Context: an optimization exercise on an open-source flow, tuned for small area and a short achievable clock period. The choices shown serve that exercise and are no tape-out recipe.
Where RTL was checked, it was by simulation tests only, not by an equivalence proof against the original.
Power is estimated from default activity; no workload was simulated.

Design cpu_core, start of the top module:
module cpu_core #(
    parameter MAX_CYCLES = 1000,
    parameter CW         = 10           
) (
    input  wire          clk,
    input  wire          rst,           
    input  wire          cfg_fwd_en,    
    input  wire          cfg_cache_en,  
    output wire [7:0]    if_addr,
    input  wire [15:0]   if_rdata,
    output wire [7:0]    d_addr,
    input  wire [7:0]    d_rdata,
    output wire [7:0]    d_wdata,
    output wire          d_we,
    input  wire [3:0]    dbg_sel,
    output wire [7:0]    dbg_x,
    output reg  [8:0]    pc,
    output reg           halted,
    output wire          terminated,
    output reg  [1:0]    fault,         
    output reg           flag_z,
    output reg           flag_c,
    output reg  [7:0]    mar,
    output reg  [7:0]    mdr,
    output reg           stalled,
    output reg           flushed,
    output reg           fwd_active,
    output reg  [3:0]    fwd_reg,
    output wire [7:0]    fwd_value,
    output reg           r0_write_ignored,
    output reg  [CW-1:0] cnt_cycles,
    output reg  [CW-1:0] cnt_instructions,
    output wire [CW-1:0] cnt_hazard_stalls,
    output wire [CW-1:0] cnt_cache_stall_cycles,
    output reg  [CW-1:0] cnt_flushes,
    output reg  [CW-1:0] cnt_forwards,
    output reg  [CW-1:0] cnt_cache_hits,
    output wire [CW-1:0] cnt_cache_misses
);
    localparam OP_LOAD = 4'd1, OP_STORE = 4'd2, OP_JMP = 4'd7, OP_HALT = 4'd8;
    integer i;
    reg fwd_en, cache_en;
    reg [7:0] x [1:15];
    reg       pr_valid;
    reg       pr_executed;
  ...
Size in the first run: ~300 flip-flops.
clock: 13.0 ns
lec_check: 0
abc_area: 1
cap_margin: 20
core_margin: 2
core_utilization: 60
cts_buf_list: sky130_fd_sc_hd__clkbuf_4
cts_cluster_diameter: 35
cts_cluster_size: 10
slew_margin: 20
standard.sh (not shown) runs the stock make flow with config.mk's settings and CLKGATE_MAP_FILE= SYNTH_SCRIPT=/design/flow/synth_recipe.tcl, a recipe that flattens the netlist after the stock synthesis.
==> flow/flow/run.sh <==
#!/bin/bash
# Standard ORFS layout (the standard.sh, unchanged synthesis, floorplan,
# power grid and tap cells) with three settings passed to make:
#  - port buffers are buf_1 cells instead of the default choice,
#  - repair_timing aims for extra setup slack so the design is sized for a
#    shorter period than the 13 ns it is signed off at,
#  - smaller clock-tree buffers.
set -euo pipefail
MARGIN=$(cat flow/margin.txt)
bash standard.sh \
  "BUFFER_PORTS_ARGS=-buffer_cell sky130_fd_sc_hd__buf_1" \
  "SETUP_SLACK_MARGIN=${MARGIN}" \
  finish > flow_orfs.log 2>&1
==> flow/flow/margin.txt <==
6.3
Rerun with:
==> flow/flow/margin.txt (replaced) <==
6.6
Settings changed: ABC_AREA 1 to 0, CTS_BUF_LIST sky130_fd_sc_hd__clkbuf_4 to sky130_fd_sc_hd__clkbuf_8, CTS_CLUSTER_DIAMETER 35 to 50, CTS_CLUSTER_SIZE 10 to 16.
The changed run completed with no timing, DRC or antenna violations.
Power climbs by 4.4%.
Final cell count came out lower by 13%.
Critical path depth fell by 2.
Die area went up by 3.9%.
Rerun with:
==> flow/flow/margin.txt (replaced) <==
6.3
Settings changed: ABC_AREA 0 to 1, CTS_BUF_LIST sky130_fd_sc_hd__clkbuf_8 to sky130_fd_sc_hd__clkbuf_16, CTS_CLUSTER_DIAMETER 50 to 60, CTS_CLUSTER_SIZE 16 to 30.
Clock-buffer cell count falls by 11.
First-iteration DRC count goes down by 32%.
Final cell count went up by 13%.
Wire length shrinks by 7.0%.
Hold slack gets worse by 14 ps.
Utilization shrinks by 1.5 points.
Non-clock buffer count shrinks by 43.
Worst setup slack gains 36 ps.
Rerun with:
Settings changed: CAP_MARGIN 20 to 0, CTS_BUF_LIST sky130_fd_sc_hd__clkbuf_16 to sky130_fd_sc_hd__clkbuf_8, CTS_CLUSTER_DIAMETER 60 to 50, CTS_CLUSTER_SIZE 30 to 16, SLEW_MARGIN 20 to 0.
The changed run completed with no timing, DRC or antenna violations.
Utilization decreases by 0.50 points.
Non-clock buffer count fell by 1.
Final area came out lower by 0.71%.
Cell count rose by 0.56%.
Area after synthesis is unchanged.
Die area is unchanged.
Fmax is about the same.
Via count is about the same.
Wire length shrinks by 0.34%.
Worst setup slack stays flat.
Power goes down by 1.7%.

Starting RTL as in the previous note.
clock: 13.0 ns
lec_check: 0
abc_area: 1
cap_margin: 20
core_margin: 2
core_utilization: 60
cts_buf_list: sky130_fd_sc_hd__clkbuf_8
cts_cluster_diameter: 50
cts_cluster_size: 16
slew_margin: 20
==> flow/flow/run.sh <==
#!/bin/bash
# Layout flow: the standard ORFS flow (standard.sh) with
#  - port buffers of buf_1 cells (every port still gets its own buffer),
#  - repair_timing aiming for extra setup slack (flow/margin.txt), so the
#    design is sized for a shorter period than the 13 ns it is signed off at,
#  - the combinational logic of the standard synthesis netlist re-mapped by a
#    stronger ABC area script (flow/remap.tcl). The flip-flops are not touched:
#    same instances, names and cell types. The re-mapped netlist is used only
#    if it keeps exactly the same flip-flop instances and a Yosys equivalence
#    proof (flow/eqv.tcl) shows it equal to the standard netlist; otherwise
#    the standard netlist is laid out.
# Each tool's output goes to its own log file in this folder.
set -euo pipefail
WORK=$(pwd)
MARGIN=$(cat flow/margin.txt)
VARS=("BUFFER_PORTS_ARGS=-buffer_cell sky130_fd_sc_hd__buf_1" "SETUP_SLACK_MARGIN=${MARGIN}")
RES=$WORK/orfs/results/${FLOW_PLATFORM:-sky130hd}/cpu_core/base
LIB=$FLOW_HOME/platforms/sky130hd/lib/sky130_fd_sc_hd__tt_025C_1v80.lib
YOSYS=$(command -v yosys || echo "$FLOW_HOME/../tools/install/yosys/bin/yosys")
TOP=${FLOW_TOP:-cpu_core}

# 1. standard synthesis
bash standard.sh "${VARS[@]}" synth > flow_synth.log 2>&1

# 2. re-map the combinational logic, check it, and use it if it passes
cp "$RES/1_2_yosys.v" std_1_2_yosys.v
use_remap=0
if ! grep -oE 'sky130_fd_sc_hd__[a-z0-9_]+' std_1_2_yosys.v | sort -u \
     | grep -E '__(s?e?df|dl|sdf|dfb|dfr|dfs)' | grep -vqE '__(dfxtp_1|edfxtp_1)$'; then
  if REMAP_LIB=$LIB REMAP_DONT_USE=flow/dont_use.txt REMAP_IN=std_1_2_yosys.v \
     REMAP_OUT=remap_1_2_yosys.v REMAP_SCRIPT=$WORK/flow/remap.abc REMAP_STAT=remap_stat.txt \
     REMAP_TOP=$TOP timeout 900 "$YOSYS" -c flow/remap.tcl > flow_remap.log 2>&1; then
    ffs() { grep -E '^\s*sky130_fd_sc_hd__e?dfxtp_1 ' "$1" | sed -E 's/^\s*//; s/\s*\($//' | sort; }
    if [[ -s remap_1_2_yosys.v ]] && diff <(ffs std_1_2_yosys.v) <(ffs remap_1_2_yosys.v) > flow_ffdiff.log 2>&1 \
       && ! grep -qE '\\[^ ]*[:/]' remap_1_2_yosys.v; then
      if REMAP_LIB=$LIB EQ_MODELS=flow/ffmodels.v EQ_GOLD=std_1_2_yosys.v EQ_GATE=remap_1_2_yosys.v \
         REMAP_TOP=$TOP timeout 900 "$YOSYS" -c flow/eqv.tcl > flow_eqv.log 2>&1; then
        use_remap=1
      fi
    fi
  fi
fi
echo "use_remap=$use_remap" > flow_remap_decision.txt
if [[ $use_remap == 1 ]]; then
  cp remap_1_2_yosys.v "$RES/1_2_yosys.v"
  rm -f "$RES/1_synth.odb" "$RES/1_synth.sdc"
fi

# 3. the rest of the standard flow
bash standard.sh "${VARS[@]}" finish > flow_orfs.log 2>&1
==> flow/flow/margin.txt <==
6.3
==> flow/flow/remap.abc <==
strash
&get -n
&deepsyn -T 600
&nf -p -R 1000 -F 10 -A 10 -C 32
&put
topo
stime -c
buffer -c
upsize -c
dnsize -c
Other scripts of this flow, unchanged in this note and not shown: flow/flow/dont_use.txt, flow/flow/eqv.tcl, flow/flow/ffmodels.v, flow/flow/remap.tcl
The first run completed without violations.
Edit:
==> flow/flow/margin.txt (replaced) <==
6.6
==> flow/flow/remap.abc (replaced) <==
strash
&get -n
&deepsyn -T 240
&nf -p -R 1000 -F 10 -A 10 -C 32
&put
topo
stime -c
buffer -c
upsize -c
dnsize -c
Worst setup slack got worse by 0.093 ns; via count is higher by 1.9%; clock-buffer cell count fell by 2; final cell count rose by about 1.7%; routed wire length grows by about 7%; fmax drops by about 1.4%.
Edit:
==> flow/flow/margin.txt (replaced) <==
6.3
==> flow/flow/remap.abc (replaced) <==
strash
&get -n
&deepsyn -T 120
&put
dch -f
map -a
strash
dch -f
map -a
topo
stime -c
buffer -c
upsize -c
dnsize -c
Die area rises by a few percent.
Sequential share of layout area is lower by 1.3 points.
First-iteration DRC count rose by about a fifth.
Synthesized cell count came out higher by about a fifth.
Wire length is higher by roughly a tenth.
Fmax rises slightly.
Final area is higher by a few percent.
Edit:
==> flow/flow/remap.abc (replaced) <==
strash
&get -n
&deepsyn -T 240
&nf -p -R 1000 -F 10 -A 10 -C 32
&put
topo
stime -c
buffer -c
upsize -c
dnsize -c
What happened: The changed run completed with no timing, DRC or antenna violations. Sequential share of layout area rose by 2.2 points. Power is about the same. Count of clock-buffer cells in the layout fell by 1. Design area fell by a few percent. Die area fell by a few percent. Clock power barely changes. Utilization fell by 1.2 points. Setup slack gains 0.032 ns. Sequential cell count does not change. Sequential power stays flat. Clock skew rose by 0.012 ns.
Edit:
==> flow/flow/margin.txt (replaced) <==
6.0
What happened: The new run completed with no timing, DRC or antenna violations. Wire length shrinks by 5.5%. Global-route usage falls by 1.7 points. Area after synthesis stays flat. Die area is about the same. Via count drops by 2.0%.

Starting RTL as in the previous note.
Settings: LEC_CHECK=0, ABC_AREA=1, CAP_MARGIN=20, CORE_MARGIN=2, CORE_UTILIZATION=60, CTS_BUF_LIST=sky130_fd_sc_hd__clkbuf_8, CTS_CLUSTER_DIAMETER=50, CTS_CLUSTER_SIZE=22, SLEW_MARGIN=20; clock period 13.0 ns.
==> flow/flow/run.sh <==
#!/bin/bash
# Standard ORFS layout (the standard.sh, unchanged synthesis, floorplan,
# power grid and tap cells) with three settings passed to make:
#  - port buffers are buf_1 cells instead of the default choice,
#  - repair_timing aims for extra setup slack so the design is sized for a
#    shorter period than the 13 ns it is signed off at,
#  - smaller clock-tree buffers.
set -euo pipefail
MARGIN=$(cat flow/margin.txt)
bash standard.sh \
  "BUFFER_PORTS_ARGS=-buffer_cell sky130_fd_sc_hd__buf_1" \
  "SETUP_SLACK_MARGIN=${MARGIN}" \
  finish > flow_orfs.log 2>&1
==> flow/flow/margin.txt <==
6.3
Then changed:
==> flow/flow/margin.txt (replaced) <==
6.6
- CORE_UTILIZATION: 60 -> 70
- CTS_CLUSTER_SIZE: 22 -> 16
Effect:
- The changed run completed with no timing, DRC or antenna violations
- flip-flop and latch count is unchanged
- fmax came out higher by 1.3%
- non-clock buffer count came out higher by 29
Then changed:
==> flow/flow/margin.txt (replaced) <==
6.3
- CORE_UTILIZATION: 70 -> 60
Result: Synthesized area stays the same. Non-clock buffer count shrinks by 33. Worst hold slack loses 0.017 ns. Cell count grows by 0.60%. Setup slack loses 0.054 ns. Clock power grows by about 3%.

## run 1
The RTL this note starts from:
==> flow/design.v <==
module cpu_alu (
    input  wire [1:0] op,
    input  wire [3:0] a,
    input  wire [3:0] b,
    output reg  [7:0] res,
    output reg        z,
    output reg        c
);
    wire [4:0] sum  = {1'b0, a} + {1'b0, b};
    wire [4:0] dif  = {1'b0, a} - {1'b0, b};      
    wire signed [3:0] sa = a;
    wire signed [3:0] sb = b;
    wire signed [7:0] prod = sa * sb;
    wire [3:0] ma = a[3] ? (4'd0 - a) : a;
    wire [3:0] mb = b[3] ? (4'd0 - b) : b;
    reg  [3:0] mq;
    always @* begin
        case (mb)
            4'd1:    mq = ma;
            4'd2:    mq = {1'b0, ma[3:1]};
            4'd3:    mq = (ma >= 4'd6) ? 4'd2 : (ma >= 4'd3) ? 4'd1 : 4'd0;
            4'd4:    mq = {2'b00, ma[3:2]};
            4'd5, 4'd6, 4'd7, 4'd8:
                     mq = {3'b000, ma >= mb};
            default: mq = 4'd0;
        endcase
    end
    wire [3:0] quot = (a[3] ^ b[3]) ? (4'd0 - mq) : mq;
    always @* begin
        case (op)
            2'd0: begin res = {4'd0, sum[3:0]}; z = (sum[3:0] == 4'd0); c = sum[4];  end
            2'd1: begin res = {4'd0, dif[3:0]}; z = (dif[3:0] == 4'd0); c = ~dif[4]; end
            2'd2: begin res = prod;             z = 1'b0;               c = 1'b0;     end
            default: begin res = {4'd0, quot};  z = 1'b0;               c = 1'b0;     end
        endcase
    end
endmodule
module cpu_core #(
    parameter MAX_CYCLES = 1000,
    parameter CW         = 10           
) (
    input  wire          clk,
    input  wire          rst,           
    input  wire          cfg_fwd_en,    
    input  wire          cfg_cache_en,  
    output wire [7:0]    if_addr,
    input  wire [15:0]   if_rdata,
    output wire [7:0]    d_addr,
    input  wire [7:0]    d_rdata,
    output wire [7:0]    d_wdata,
    output wire          d_we,
    input  wire [3:0]    dbg_sel,
    output wire [7:0]    dbg_x,
    output reg  [8:0]    pc,
    output reg           halted,
    output wire          terminated,
    output reg  [1:0]    fault,         
    output reg           flag_z,
    output reg           flag_c,
    output reg  [7:0]    mar,
    output reg  [7:0]    mdr,
    output reg           stalled,
    output reg           flushed,
    output reg           fwd_active,
    output reg  [3:0]    fwd_reg,
    output wire [7:0]    fwd_value,
    output reg           r0_write_ignored,
    output reg  [CW-1:0] cnt_cycles,
    output reg  [CW-1:0] cnt_instructions,
    output wire [CW-1:0] cnt_hazard_stalls,
    output wire [CW-1:0] cnt_cache_stall_cycles,
    output reg  [CW-1:0] cnt_flushes,
    output reg  [CW-1:0] cnt_forwards,
    output reg  [CW-1:0] cnt_cache_hits,
    output wire [CW-1:0] cnt_cache_misses
);
    localparam OP_LOAD = 4'd1, OP_STORE = 4'd2, OP_JMP = 4'd7, OP_HALT = 4'd8;
    integer i;
    reg fwd_en, cache_en;
    reg [7:0] x [1:15];
    reg       pr_valid;
    reg       pr_executed;
    reg [3:0] pr_opcode;
    reg [3:0] pr_operand;    
    reg [7:0] pr_imm;
    reg [7:0] line_valid;
    reg [4:0] line_tag   [0:7];
    reg [7:0] line_data  [0:7];
    reg [2:0] cache_stall_remaining;
    reg [8:0] hs_cnt;
    reg [7:0] cm_cnt;
    assign cnt_hazard_stalls      = {1'b0, hs_cnt};
    assign cnt_cache_misses       = {2'b00, cm_cnt};
    assign cnt_cache_stall_cycles = {cm_cnt, 2'b00};
    assign terminated = halted & ~pr_valid;
    wire active   = (fault == 2'd0) & ~terminated;
    wire at_cap   = (&cnt_cycles[9:5]) & cnt_cycles[3];
    wire do_cycle = active & ~at_cap;
    wire gate     = (cache_stall_remaining != 3'd0);
    wire exec     = do_cycle & ~gate & pr_valid & ~pr_executed;
    wire is_load  = (pr_opcode == OP_LOAD);
    wire is_store = (pr_opcode == OP_STORE);
    wire is_alu   = (pr_opcode == 4'd3) | (pr_opcode == 4'd4) |
                    (pr_opcode == 4'd5) | (pr_opcode == 4'd6);
    wire is_addsub = (pr_opcode == 4'd3) | (pr_opcode == 4'd4);
    wire is_jmp   = (pr_opcode == OP_JMP);
    wire is_halt  = (pr_opcode == OP_HALT);
    wire [3:0] src2 = pr_operand + 4'd1;
    wire [7:0] xr   = (pr_operand == 4'd0) ? 8'd0 : x[pr_operand];
    wire [3:0] xs   = (src2 == 4'd0)       ? 4'd0 : x[src2][3:0];
    wire [1:0] alu_op = pr_opcode[1:0] + 2'd1;    
    wire [7:0] alu_res;
    wire       alu_z, alu_c;
    cpu_alu u_alu (
        .op  (alu_op),
        .a   (xr[3:0]),
        .b   (xs),
        .res (alu_res),
        .z   (alu_z),
        .c   (alu_c)
    );
    wire [2:0] c_index = pr_imm[2:0];
    wire [4:0] c_tag   = pr_imm[7:3];
    wire       c_hit   = line_valid[c_index] & (line_tag[c_index] == c_tag);
    wire       mem_op  = is_load | is_store;
    wire       c_miss  = exec & cache_en & mem_op & ~c_hit;
    wire [7:0] load_data = (cache_en & c_hit) ? line_data[c_index] : d_rdata;
    assign d_addr  = pr_imm;
    assign d_wdata = xr;
    assign d_we    = exec & is_store;
    wire       jmp_now     = exec & is_jmp;
    wire [8:0] pc_cur      = jmp_now ? {1'b0, pr_imm} : pc;
    wire       halted_next = halted | (exec & is_halt);
    wire       reach_fetch = do_cycle & ~gate & ~c_miss & ~halted_next;
    wire       oob         = pc_cur[8];
    assign if_addr = pc_cur[7:0];
    wire        fwd_store = d_we & (pr_imm == pc[7:0]);
    wire [7:0]  word_lo   = fwd_store ? xr : if_rdata[7:0];
    wire [3:0]  nxt_opcode  = if_rdata[15:12];
    wire [3:0]  nxt_operand = if_rdata[11:8];
    wire        nxt_is_alu  = (nxt_opcode == 4'd3) | (nxt_opcode == 4'd4) |
                              (nxt_opcode == 4'd5) | (nxt_opcode == 4'd6);
    wire need_match = (nxt_operand == pr_operand) |
                      (nxt_is_alu & ((nxt_operand + 4'd1) == pr_operand));
    wire fetch_ok   = reach_fetch & ~oob;
    wire hazard     = fetch_ok & pr_valid & is_load & need_match;
    wire forward    = hazard & fwd_en;
    wire bubble     = hazard & ~fwd_en;
    wire advance    = fetch_ok & ~bubble;
    assign dbg_x = (dbg_sel == 4'd0) ? 8'd0 : x[dbg_sel];
    assign fwd_value = fwd_active ? mdr : 8'd0;
    wire       x_we    = exec & (is_load | is_alu);
    wire [7:0] x_wdata = is_load ? load_data : alu_res;
    wire [7:0] x_wdata_r = x_wdata & {8{~rst}};
    always @(posedge clk) begin
        for (i = 1; i < 16; i = i + 1)
            if (rst | (x_we && pr_operand == i))
                x[i] <= x_wdata_r;
    end
    always @(posedge clk) begin
        if (exec & cache_en & mem_op) begin
            if (~c_hit) line_tag[c_index] <= c_tag;
            if (is_store | ~c_hit)
                line_data[c_index] <= is_load ? d_rdata : xr;
        end
    end
    wire c_access = exec & cache_en & mem_op;
    always @(posedge clk) begin
        cnt_cycles       <= (cnt_cycles       + {9'd0, do_cycle})         & {CW{~rst}};
        cnt_instructions <= (cnt_instructions + {9'd0, exec})             & {CW{~rst}};
        cnt_flushes      <= (cnt_flushes      + {9'd0, jmp_now})          & {CW{~rst}};
        cnt_forwards     <= (cnt_forwards     + {9'd0, forward})          & {CW{~rst}};
        cnt_cache_hits   <= (cnt_cache_hits   + {9'd0, c_access & c_hit}) & {CW{~rst}};
        hs_cnt           <= (hs_cnt           + {8'd0, bubble})           & {9{~rst}};
        cm_cnt           <= (cm_cnt           + {7'd0, c_miss})           & {8{~rst}};
    end
    always @(posedge clk) begin
        if (advance) begin
            pr_opcode  <= if_rdata[15:12];
            pr_operand <= if_rdata[11:8];
            pr_imm     <= word_lo;
        end
    end
    always @(posedge clk) begin
        if (rst) begin
            fwd_en   <= cfg_fwd_en;
            cache_en <= cfg_cache_en;
            line_valid <= 8'd0;
            cache_stall_remaining <= 3'd0;
            pc          <= 9'd0;
            halted      <= 1'b0;
            fault       <= 2'd0;
            flag_z      <= 1'b0;
            flag_c      <= 1'b0;
            mar         <= 8'd0;
            mdr         <= 8'd0;
            pr_valid    <= 1'b0;
            pr_executed <= 1'b0;
            stalled          <= 1'b0;
            flushed          <= 1'b0;
            fwd_active       <= 1'b0;
            fwd_reg          <= 4'd0;
            r0_write_ignored <= 1'b0;
        end else begin
            stalled          <= bubble;
            flushed          <= jmp_now;
            fwd_active       <= forward;
            fwd_reg          <= forward ? pr_operand : 4'd0;
            r0_write_ignored <= x_we & (pr_operand == 4'd0);
            if (active & at_cap)
                fault <= 2'd2;
            else if (fetch_ok == 1'b0 && reach_fetch)
                fault <= 2'd1;
            if (do_cycle & gate)
                cache_stall_remaining <= cache_stall_remaining - 3'd1;
            else if (c_miss)
                cache_stall_remaining <= 3'd4;
            if (exec) begin
                pr_executed <= 1'b1;
            end
            if (exec & mem_op) begin
                mar <= pr_imm;
                mdr <= is_load ? load_data : xr;
            end
            if (exec & is_addsub) begin
                flag_z <= alu_z;
                flag_c <= alu_c;
            end
            if (jmp_now) begin
                pr_valid    <= 1'b0;
            end
            if (exec & is_halt)
                halted <= 1'b1;
            if (exec & cache_en & mem_op) begin
                if (~c_hit)
                    line_valid[c_index] <= 1'b1;
            end
            if (do_cycle & ~gate & ~c_miss & halted_next)
                pr_valid <= 1'b0;
            if (bubble) begin
                pr_valid <= 1'b0;
            end
            if (advance) begin
                pr_valid    <= 1'b1;
                pr_executed <= 1'b0;
                pc          <= pc_cur + 9'd1;
            end
        end
    end
endmodule
==> flow/config.mk <==
export PLATFORM = sky130hd
export DESIGN_NAME = cpu_core
export DESIGN_NICKNAME = cpu_core
export VERILOG_FILES = /design/flow/design.v
export SDC_FILE = /design/flow/constraint.sdc
export NUM_CORES = 4
export LEC_CHECK = 0
export ABC_AREA = 1
export CAP_MARGIN = 20
export CORE_MARGIN = 2
export CORE_UTILIZATION = 60
export SLEW_MARGIN = 20
==> flow/constraint.sdc <==
create_clock -name core_clock -period 13.0 [get_ports {clk}]
set_input_delay 2.6000 -clock core_clock [delete_from_list [all_inputs] [get_ports {clk}]]
set_output_delay 2.6000 -clock core_clock [all_outputs]
set_load 0.01 [all_outputs]
==> flow/flow/margin.txt <==
6.0
Scripts as last shown in full above: flow/flow/run.sh
#### Input delta (run 2 over run 1)
Settings: setting SETUP_SLACK_MARGIN to 5 for the first time; removing ABC_AREA (formerly 1); changing CORE_UTILIZATION from 60 to 40.
==> flow/run.sh (new file) <==
#!/bin/bash
# synth_recipe.tcl (not shown) runs the flow's synth.tcl, then flattens the netlist and writes it again
# the make line also repeats each setting of config.mk as NAME=value (left out here)
make -C /OpenROAD-flow-scripts/flow DESIGN_CONFIG=/design/flow/config.mk WORK_HOME=/design/flow/orfs CLKGATE_MAP_FILE= SYNTH_SCRIPT=/design/flow/synth_recipe.tcl finish
removed: flow/flow/run.sh
removed: flow/flow/margin.txt
removed: flow/standard.sh
### Flow results
- Run 2 completed every stage of the flow, and the final layout passed the timing, DRC and antenna checks.
- Run 1 → run 2: detailed-route vias per instance fell by 2.7%; critical path depth fell by 1; sequential group share of total power fell by 3.5 points; total routing usage reported by global routing fell by 11 points; total number of multi-input combinational cells fell by about 14%.
- In the metrics for run 1 and run 2, the one carrying the lower setup slack is run 2.
- The lower maximum frequency came out of run 2.
- From run 1 to run 2 the numbers moved as follows: synthesized area has increased; number of placement rows has increased.
No run of this note included a check of the RTL's function; only the layout flow was run.

-- static timing again, ports no longer ideal --
In the flow no input, the clock included, has a driving cell. The finished layouts below were timed again as built, in two steps. Step 1: set_driving_cell puts a clkbuf_16 on clk and a buf_2 on each other input, an assumption about the parent block. Step 2 moves the port delays by t, midway between the first and last clock arrival at a register: inputs arrive t later, outputs are due t later. That takes back most of the time a late clock gives input paths. Three values: ideal ports, drivers, drivers and shift; two values: the first two.
run | t (ns) | slack for setup (ns) | worst slew at a driven data input, ns
the first run of note 1 | 0.742 | 6.330 / 6.301 / 6.301 | 0.08
the second run of note 1 | 0.654 | 6.274 / 6.230 / 6.230 | 0.15
the third run of note 1 | 0.585 | 6.309 / 6.239 / 6.239 | 0.09
the fourth run of note 1 | 0.647 | 6.307 / 6.221 / 6.221 | 0.10
the first run of note 2 | 0.641 | 6.318 / 6.280 / 6.280 | 0.08
the second run of note 2 | 0.639 | 6.225 / 6.173 / 6.173 | 0.07
the third run of note 2 | 0.657 | 6.275 / 6.236 / 6.237 | 0.07
the fourth run of note 2 | 0.635 | 6.308 / 6.271 / 6.271 | 0.07
the fifth run of note 2 | 0.645 | 6.072 / 6.047 / 6.047 | 0.07
the first run of note 3 | 0.644 | 6.271 / 6.224 / 6.224 | 0.08
the second run of note 3 | 0.665 | 6.357 / 6.310 / 6.310 | 0.09
the third run of note 3 | 0.652 | 6.302 / 6.221 / 6.221 | 0.09
run 1 | 0.587 | 6.084 / 6.056 / 6.056 | 0.07
run 2 | 0.617 | 5.136 / 5.109 / 5.109 | 0.09
After both steps setup and hold are still met in every run listed. The setup slack of the fourth run of note 1, which loses most, moves by -0.086 ns with the drivers and by -0.086 ns with both steps.
